This is an optimization exercise on Yosys and OpenROAD, whose aim is small area and a short achievable clock period, not a production implementation.
The RTL was checked by simulation tests, not by an equivalence proof against the original design.
Power and IR drop assume default switching activity.

## JK
## cps_core
module cps_core #(
    parameter PA_W  = 6,
    parameter CNT_W = 32
) (
    input  wire             clk,
    input  wire             rst,
    input  wire             bp_rst,
    input  wire             cfg_fwd_en,
    input  wire             cfg_bp_en,
    input  wire [2:0]       cfg_bp_kind,
    input  wire [PA_W:0]    cfg_prog_len,
    output wire [PA_W-1:0]  rom_addr,
    output wire             rom_en,
    input  wire [63:0]      rom_data,
    output wire             running,
    output wire             halted,
    output wire [CNT_W-1:0] m_cycles,
    output wire [CNT_W-1:0] m_retired,
    output wire [CNT_W-1:0] m_raw_stalls,
    output wire [CNT_W-1:0] m_control_stalls,
    output wire [CNT_W-1:0] m_bp_predictions,
    output wire [CNT_W-1:0] m_bp_mispredictions,
    output wire [CNT_W-1:0] bp_calls,
    output wire [CNT_W-1:0] t_calls1,
    output wire [CNT_W-1:0] t_calls2,
    output wire             rec_valid,
    output wire [20:0]      rec_if,
    output wire [20:0]      rec_id,
    output wire [20:0]      rec_ex,
    output wire [20:0]      rec_mem,
    output wire [20:0]      rec_wb,
    output wire             hz_stall,
    output wire [1:0]       fwd_sel1,
    output wire [1:0]       fwd_sel2
);
==> flow/config.mk <==
export PLATFORM = sky130hd
export DESIGN_NAME = cps_core
export DESIGN_NICKNAME = cps_core
export VERILOG_FILES = /design/flow/design.v
export SDC_FILE = /design/flow/constraint.sdc
export NUM_CORES = 4
export LEC_CHECK = 0
export CAP_MARGIN = 20
export CORE_MARGIN = 2
export CORE_UTILIZATION = 60
export CTS_CLUSTER_DIAMETER = 80
export CTS_CLUSTER_SIZE = 24
export SLEW_MARGIN = 20
export SYNTH_HIERARCHICAL = 1
==> flow/constraint.sdc <==
create_clock -name core_clock -period 9.0 [get_ports {clk}]
set_input_delay 1.8000 -clock core_clock [delete_from_list [all_inputs] [get_ports {clk}]]
set_output_delay 1.8000 -clock core_clock [all_outputs]
set_load 0.01 [all_outputs]
standard.sh (not shown) runs the stock make flow with config.mk's settings and CLKGATE_MAP_FILE= SYNTH_SCRIPT=/design/flow/synth_recipe.tcl, a recipe that flattens the netlist after the stock synthesis.
==> flow/flow/run.sh <==
#!/bin/bash
set -o pipefail
export BUFFER_PORTS_ARGS="-buffer_cell sky130_fd_sc_hd__buf_1"
bash standard.sh SETUP_SLACK_MARGIN=6 finish > standard.log 2>&1
JK | status: complete | timing, DRC, antenna: pass
### JK -> MS
- SYNTH_HIERARCHICAL: 1 -> unset
- CORE_UTILIZATION: 60 -> 68
## What came out
For JK and MS, there was not a single run that failed to finish clean.
Compared to JK, MS has detailed route wirelength on metal2 4.4% higher.
Switching fraction of total power: MS vs JK, no meaningful difference
In the metrics for JK and MS, the one carrying the higher core box area is JK.
MS and JK ended up with roughly the same worst-case hold slack.
MS — data arrival time of the worst path 0.11 ns higher, JK as reference
[inputs] AL vs MS
- a change of CORE_UTILIZATION from 68 to 60
==> flow/flow/run.sh <==
#!/bin/bash
set -o pipefail
export BUFFER_PORTS_ARGS="-buffer_cell sky130_fd_sc_hd__buf_1"
bash standard.sh SETUP_SLACK_MARGIN=5.5 finish > standard.log 2>&1
## What came out
AL finished end to end and its layout was clean on timing, DRC and antenna.
What AL reported for wire length has to be multiplied by 1.10 to get the figure for MS.
Summary: with MS as the reference, via count normalized by instance count in AL moved down by a few percent.
Relative to MS, number of non-clock buffers has gone down in AL.

* * *

## run 1
cps_core, a different RTL version from the one above (not shown whole).
Size: ~820 flip-flops, roughly 35000 um2 of cells after synthesis.
Settings: LEC_CHECK=0, CAP_MARGIN=20, CORE_MARGIN=2, CORE_UTILIZATION=60, CTS_CLUSTER_DIAMETER=80, CTS_CLUSTER_SIZE=24, SLEW_MARGIN=20; clock period 9.0 ns.
==> flow/flow/run.sh <==
#!/bin/bash
set -o pipefail
export BUFFER_PORTS_ARGS="-buffer_cell sky130_fd_sc_hd__buf_1"
bash standard.sh SETUP_SLACK_MARGIN=5.4 finish > standard.log 2>&1
Run 1 | status: complete | timing, DRC, antenna: pass
diff inputs: run 1 => run 2
==> flow/flow/run.sh <==
#!/bin/bash
set -o pipefail
export BUFFER_PORTS_ARGS="-buffer_cell sky130_fd_sc_hd__buf_1"
bash standard.sh SETUP_SLACK_MARGIN=5.6 finish > standard.log 2>&1
Results
Summary of run 2 over run 1: minimum setup slack in the final design increased by 0.21 ns relative to the old numbers, critical path depth shows an increase of 3, fraction of the cycle the final worst path needs fell 2.3 points, cell area after layout increased about 2%.
Capture point of the critical path: re_q -> run 2, ra_q[2] -> run 1
Setup changes, run 2 to run 3
==> flow/flow/run.sh <==
#!/bin/bash
set -o pipefail
export BUFFER_PORTS_ARGS="-buffer_cell sky130_fd_sc_hd__buf_1"
bash standard.sh SETUP_SLACK_MARGIN=6 finish > standard.log 2>&1
[summary]
Status | run 3 and run 2 | clean
Sequential portion of the cell area for run 3: 2.0 points down relative to run 2
The run showing the greater number of fill cells in the layout is run 2.
Between run 3 and run 2, it is run 3 whose first-pass GRT wire length is higher, by 5800 um.
Run 3 leaves more setup margin than run 2.
What run 4 does differently from run 3 at the input level:
==> flow/flow/run.sh <==
#!/bin/bash
set -o pipefail
export BUFFER_PORTS_ARGS="-buffer_cell sky130_fd_sc_hd__buf_1"
bash standard.sh SETUP_SLACK_MARGIN=5.5 finish > standard.log 2>&1
Notes after the runs:
- Cells: run 4 has fewer instances than run 3
- [compare] base=run 3 new=run 4: worst setup slack decreased 0.13 ns, power attributed to sequential cells essentially unchanged, multi-input gate count essentially unchanged, largest voltage drop on the vdd net decreased 32%.
- Looking at largest cell class by area, the sequential cells result is from run 4; the multi-input gates one comes from run 3.
--- input diff run 4..run 5 ---
==> flow/flow/run.sh <==
#!/bin/bash
set -o pipefail
export BUFFER_PORTS_ARGS="-buffer_cell sky130_fd_sc_hd__buf_1"
bash standard.sh SETUP_SLACK_MARGIN=6.5 finish > standard.log 2>&1
==> comparison <==
Across run 5 and run 4, a clean result was obtained everywhere but in run 5. Run 5 did not finish; a tool error ended it in global routing. Run 5 — number of setup buffers added after CTS 410 higher, run 4 as reference. Number of input and output port buffers inserted: run 5 vs run 4 identical. Proportion of register bits with asynchronous set or reset after synthesis: run 5 vs run 4 identical. Run 5: half-perimeter wire length after detailed placement is 4.4% higher than what run 4 reported. The number of placed instances, taps included on run 4 is in line with that on run 5.
--- input diff run 5..run 6 ---
==> flow/flow/run.sh <==
#!/bin/bash
set -o pipefail
export BUFFER_PORTS_ARGS="-buffer_cell sky130_fd_sc_hd__buf_1"
bash standard.sh SETUP_SLACK_MARGIN=5.2 finish > standard.log 2>&1
### Flow results
Run 6 finished end to end and its layout was clean on timing, DRC and antenna.
Detailed placement HPWL came out lower on run 6 than on run 5.
Reported for run 6 and run 5, adder-cell share of the synthesized area turned out identical to the last digit.
Run 6 has number of clock buffers inserted by TritonCTS above what run 5 had.
Looking at post-place instance area, run 6 sits below run 5.
Comparing run 5 against run 6, there is no change at all in share of async-settable or async-resettable flops after synthesis.
Run 6 — setup fix buffers added after clock tree synthesis 416 lower, run 5 as reference

## what the ideal ports hide
The results above use ideal ports. As a check the final layouts listed here were re-extracted and re-timed, cells and wires unchanged.
Step 1: set_driving_cell puts a clkbuf_16 on clk and a buf_2 on each other input, an assumption about the parent block.
Step 2 times the ports against the registers' clock, not the clock port: input delays grow and output delays shrink by t, the midpoint of the rising clock arrivals with the driver on.
a / b / c = ideal ports / drivers / drivers and shift; a / b = the first two.
| run | t, ns | setup WS [ns] | latest minus earliest clock arrival (ns) | slew at the worst register clock pin (ns) | pins driven straight from the clock port |
|---|---|---|---|---|---|
| JK | 0.663 | 5.612 / 5.612 / 4.997 | 0.033 / 0.032 | 0.10 / 0.10 | 1 |
| MS | 0.677 | 5.519 / 5.516 / 4.839 | 0.041 / 0.041 | 0.10 / 0.10 | 1 |
| AL | 0.673 | 5.397 / 5.397 / 4.819 | 0.027 / 0.027 | 0.10 / 0.10 | 1 |
| run 1 | 0.680 | 5.374 / 5.374 / 4.853 | 0.034 / 0.033 | 0.10 / 0.10 | 1 |
| run 2 | 0.673 | 5.580 / 5.587 / 4.914 | 0.024 / 0.024 | 0.10 / 0.10 | 1 |
| run 3 | 0.683 | 5.680 / 5.697 / 5.014 | 0.036 / 0.036 | 0.10 / 0.10 | 1 |
| run 4 | 0.686 | 5.547 / 5.547 / 4.892 | 0.036 / 0.037 | 0.10 / 0.10 | 1 |
| run 6 | 0.678 | 5.214 / 5.214 / 4.689 | 0.026 / 0.026 | 0.10 / 0.10 | 1 |
After both steps every run listed still meets setup and hold. The setup slack of MS, which loses most, moves by -0.003 ns with the drivers and by -0.680 ns with both steps.
